Background: an optimization exercise with open tools, aiming at small area, a short achievable clock period and few clock cycles per item. Do not read the settings as production practice.
At most, simulation tests tie the RTL to the original design; equivalence was not proved.
The flow treats the clock pin as an ideal source. Dropping or thinning the clock tree relies on that and would not hold on a real chip.
No activity file was given, so power comes from the tool's default toggle rates.

Setup of violet:
// sfd_rx
module sfd_rx (
    input  wire        clk,
    input  wire        rst,
    input  wire        rx_valid,
    input  wire        rx_eof,
    input  wire [7:0]  rx_byte,
    output wire        rx_ready,
    output wire        dout_valid,
    output wire [7:0]  dout_byte,
    input  wire        dout_ready,
    output wire        ctl_valid,
    output wire [15:0] ctl_seq,
    output wire [7:0]  ctl_op,
    output wire [7:0]  ctl_dest,
    output wire [7:0]  ctl_byte,
    output wire        ctl_last,
    input  wire        ctl_ready,
    output wire        tx_valid,
    output wire [7:0]  tx_byte,
    input  wire        tx_ready,
    output wire        anom_opc,
    output wire        anom_eof,
    output wire        irq
);
For scale: about 740 cells after synthesis, ~210 flip-flops, ~79 I/O pins, roughly 8800 µm² of cells after synthesis.
clock: 6.0 ns
lec_check: 0
cap_margin: 20
core_margin: 2
core_utilization: 40
place_density: 0.6
setup_slack_margin: 4.0
slew_margin: 20
run.sh (not shown) runs the stock make flow with config.mk's settings and CLKGATE_MAP_FILE= SYNTH_SCRIPT=/design/flow/synth_recipe.tcl, a recipe that flattens the netlist after the stock synthesis.
Input changes introduced in amber (baseline for comparison: violet):
-- flow/config.mk --
<<< violet, line 11
export PLACE_DENSITY = 0.6
export SETUP_SLACK_MARGIN = 4.0
export SLEW_MARGIN = 20
>>> amber, line 11
export PLACE_DENSITY = 0.6
export SETUP_SLACK_MARGIN = 3.5
export SLEW_MARGIN = 20
Notes after the runs:
amber: number of gates given a new drive strength after cts about 80% below violet
Compared with violet, in amber reported leakage power -0.00018 µW, delay of the slowest critical-path stage shrank by 100 ps, overall power of the completed layout down about 1.4%.
On combinational cell fraction of total power: amber sits below violet.
amber vs violet — via count of the first global-routing pass dropped by a few percent
Relative to violet, routed wirelength normalized by instance count decreased by 0.49 µm in amber.
For the total routing usage reported by global routing, amber came in 1.0 points lower than violet did.
Going from violet to amber, worst-case vdd ir drop grew by more than a quarter.
Looking at share of final-layout standard cells stronger than drive strength 1 across violet and amber, the one that comes out higher is violet.
No run of this note included a check of the RTL's function; only the layout flow was run.

========
Another version of the RTL of sfd_rx (not shown whole).
Size: roughly 740 cells after synthesis, about 210 flip-flops, about 79 I/O pins, roughly 0.0086 mm^2 of cells after synthesis.
export LEC_CHECK = 0
export CAP_MARGIN = 20
export CORE_MARGIN = 2
export CORE_UTILIZATION = 60
export CTS_CLUSTER_DIAMETER = 80
export CTS_CLUSTER_SIZE = 30
export PLACE_DENSITY = 0.75
export SETUP_SLACK_MARGIN = 3.7
export SLEW_MARGIN = 20
create_clock -name core_clock -period 6.0 [get_ports {clk}]
Testbench counts at the start, summed over its fixed seeds: cycles 35,278, bytes 35,116.
Edit:
- CORE_UTILIZATION: 60 -> 40
- PLACE_DENSITY: 0.75 -> 0.6
- SETUP_SLACK_MARGIN: 3.7 -> 4.0
The changed run completed with no timing, DRC or antenna violations. Hold slack barely changes. Clock skew falls by 0.0088 ns. Sequential power is about the same. Clock-buffer cell count rises by 1. Non-clock buffer count rises by 44. Worst setup slack improved by 0.017 ns. Routed wire length rises by 7.6%.
Edit:
- CTS_CLUSTER_DIAMETER: 80 -> 60
- CTS_CLUSTER_SIZE: 30 -> 25
Result:
- The changed run completed without violations
- utilization increases by 0.75 points
- worst setup slack gets better by 0.0041 ns
- sequential share of layout area decreases by 0.78 points
- register-to-register slack barely changes
- maximum frequency hardly moves
- cell area increases by about 1.5%
- clock skew increases by 0.012 ns
- area after synthesis does not change
- count of clock-buffer cells in the layout increases by 3
- global-route usage increases by 0.24 points
- first-iteration DRC count increases by 12%
Edit:
- CORE_UTILIZATION: 40 -> 60
- CTS_CLUSTER_DIAMETER: 60 -> 80
- CTS_CLUSTER_SIZE: 25 -> 30
- PLACE_DENSITY: 0.6 -> 0.75
- SETUP_SLACK_MARGIN: 4.0 -> 3.8
- count of clock-buffer cells in the layout is lower by 6
- routed wire length is lower by 6.5%
- hold slack is worse by 0.0062 ns
Edit:
- CORE_UTILIZATION: 60 -> 40
- CTS_CLUSTER_DIAMETER: 80 -> unset
- CTS_CLUSTER_SIZE: 30 -> unset
- PLACE_DENSITY: 0.75 -> 0.6
- SETUP_SLACK_MARGIN: 3.8 -> 4.3
Outcome: The changed run finished clean; total power went up by 23%; sequential share of layout area goes down by 8.2 points; combinational power is higher by 50%; via count rose by 7.8%.
Edit:
==> flow/flow/run.sh (new file) <==
#!/bin/bash
set -euo pipefail
bash standard.sh \
  'CTS_ARGS=-sink_clustering_size 30 -sink_clustering_max_diameter 80 -repair_clock_nets' \
  finish > standard.log 2>&1
==> flow/standard.sh (new file) <==
#!/bin/bash
# synth_recipe.tcl (not shown) runs the flow's synth.tcl, then flattens the netlist and writes it again
# the make line also repeats each setting of config.mk as NAME=value (left out here)
make -C /OpenROAD-flow-scripts/flow DESIGN_CONFIG=/design/flow/config.mk WORK_HOME=/design/flow/orfs CLKGATE_MAP_FILE= SYNTH_SCRIPT=/design/flow/synth_recipe.tcl "${@:-finish}"
- CTS_CLUSTER_DIAMETER: unset -> 80
- CTS_CLUSTER_SIZE: unset -> 30
- SETUP_SLACK_MARGIN: 4.3 -> 3.8
removed: flow/run.sh
Outcome:
- via count fell by 7.5%
- routed wire length drops by 8.3%
- power goes down by about 9%
- clock power goes down by about 16%
- final cell count drops by 6.4%
- final area drops by about 12%
- global-route usage went down by 0.24 points
- fmax climbs by about 3.5%

========
## build 91
sfd_rx, a different RTL version from the one above (not shown whole).
For scale: about 730 cells after synthesis, ~210 flip-flops, about 79 I/O pins, about 0.0087 mm2 of cells after synthesis.
export LEC_CHECK = 0
export CAP_MARGIN = 20
export CORE_MARGIN = 2
export CORE_UTILIZATION = 70
export PLACE_DENSITY = 0.8
export SETUP_SLACK_MARGIN = 3.8
export SLEW_MARGIN = 20
create_clock -name core_clock -period 6.0 [get_ports {clk}]
standard.sh (not shown) runs the stock make flow with config.mk's settings and CLKGATE_MAP_FILE= SYNTH_SCRIPT=/design/flow/synth_recipe.tcl, a recipe that flattens the netlist after the stock synthesis.
==> flow/flow/run.sh <==
#!/bin/bash
set -euo pipefail
here=$(pwd)
bash standard.sh \
  "PRE_CTS_TCL=$here/flow/clock_tree.tcl" \
  'BUFFER_PORTS_ARGS=-buffer_cell sky130_fd_sc_hd__buf_2' \
  finish > standard.log 2>&1
Other scripts of this flow, unchanged in this note and not shown: flow/flow/clock_tree.tcl
Build 91 finished every step from synthesis to the final layout, and the layout passed the timing, design-rule and antenna checks.
Testbench counts of build 91, summed over its fixed seeds: cycles 35,278, bytes 35,116.
The inputs of build 90 differ from those of build 91 as listed below.
-- flow/config.mk --
<<< build 91, line 9
export CORE_MARGIN = 2
export CORE_UTILIZATION = 70
export PLACE_DENSITY = 0.8
export SETUP_SLACK_MARGIN = 3.8
>>> build 90, line 9
export CORE_MARGIN = 2
export CORE_UTILIZATION = 50
export PLACE_DENSITY = 0.7
export SETUP_SLACK_MARGIN = 3.8
Notes after the runs:
Max final area across build 91 and build 90: build 90. Die area (build 90 over build 91): increase, 0.0051 mm2. Comparing build 91 and build 90, standard cell area after detailed placement is lower on build 91. On sequential cell area share, the higher figure sits with build 91, not build 90. Looking at final weighted congestion in routability-driven placement, build 90 sits 0.015 lower than build 91 does. In build 90, wire length of the first global-routing pass is higher than in build 91. Of build 91 and build 90, the lower die outline width belongs to build 91. Between build 91 and build 90, the flow reports number of global-route vias before repair increasing by a few percent. Compared with build 91, build 90 shows a higher clock power.
No run of this note takes its clock network from TritonCTS; it comes from the design's own scripts or RTL.

==> separate check: timing with driven ports <==
The results above use ideal ports. As a check the final layouts listed here were re-extracted and re-timed, cells and wires unchanged. Step 1: set_driving_cell puts a clkbuf_16 on clk and a buf_2 on each other input, an assumption about the parent block. Step 2 also shifts input and output timing later by t, the mid clock arrival at the registers, as if the neighbouring blocks saw the same clock. a / b / c = no drivers / after step 1 / after step 2; a / b = the first two.
run | t (ns) | setup slack, ns | slew at the worst register clock pin (ns)
violet | 0.559 | 3.321 / 3.321 / 3.321 | 0.06 / 0.06
amber | 0.544 | 3.345 / 3.345 / 3.070 | 0.06 / 0.06
the first run of note 2 | 0.494 | 3.706 / 3.663 / 3.308 | 0.11 / 0.11
the second run of note 2 | 0.521 | 3.723 / 3.675 / 3.464 | 0.11 / 0.11
the third run of note 2 | 0.526 | 3.727 / 3.680 / 3.478 | 0.09 / 0.09
the fourth run of note 2 | 0.497 | 3.743 / 3.702 / 3.340 | 0.11 / 0.11
the fifth run of note 2 | 0.557 | 3.699 / 3.653 / 3.587 | 0.06 / 0.06
the sixth run of note 2 | 0.477 | 3.778 / 3.743 / 3.394 | 0.08 / 0.08
build 91 | 0.370 | 3.825 / 3.733 / 3.546 | 0.08 / 0.08
build 90 | 0.376 | 3.899 / 3.811 / 3.588 | 0.08 / 0.08
After both steps setup and hold are still met in every run listed. For the fourth run of note 2, which loses most, drivers alone change the setup slack by -0.041 ns; drivers and shift together by -0.403 ns.
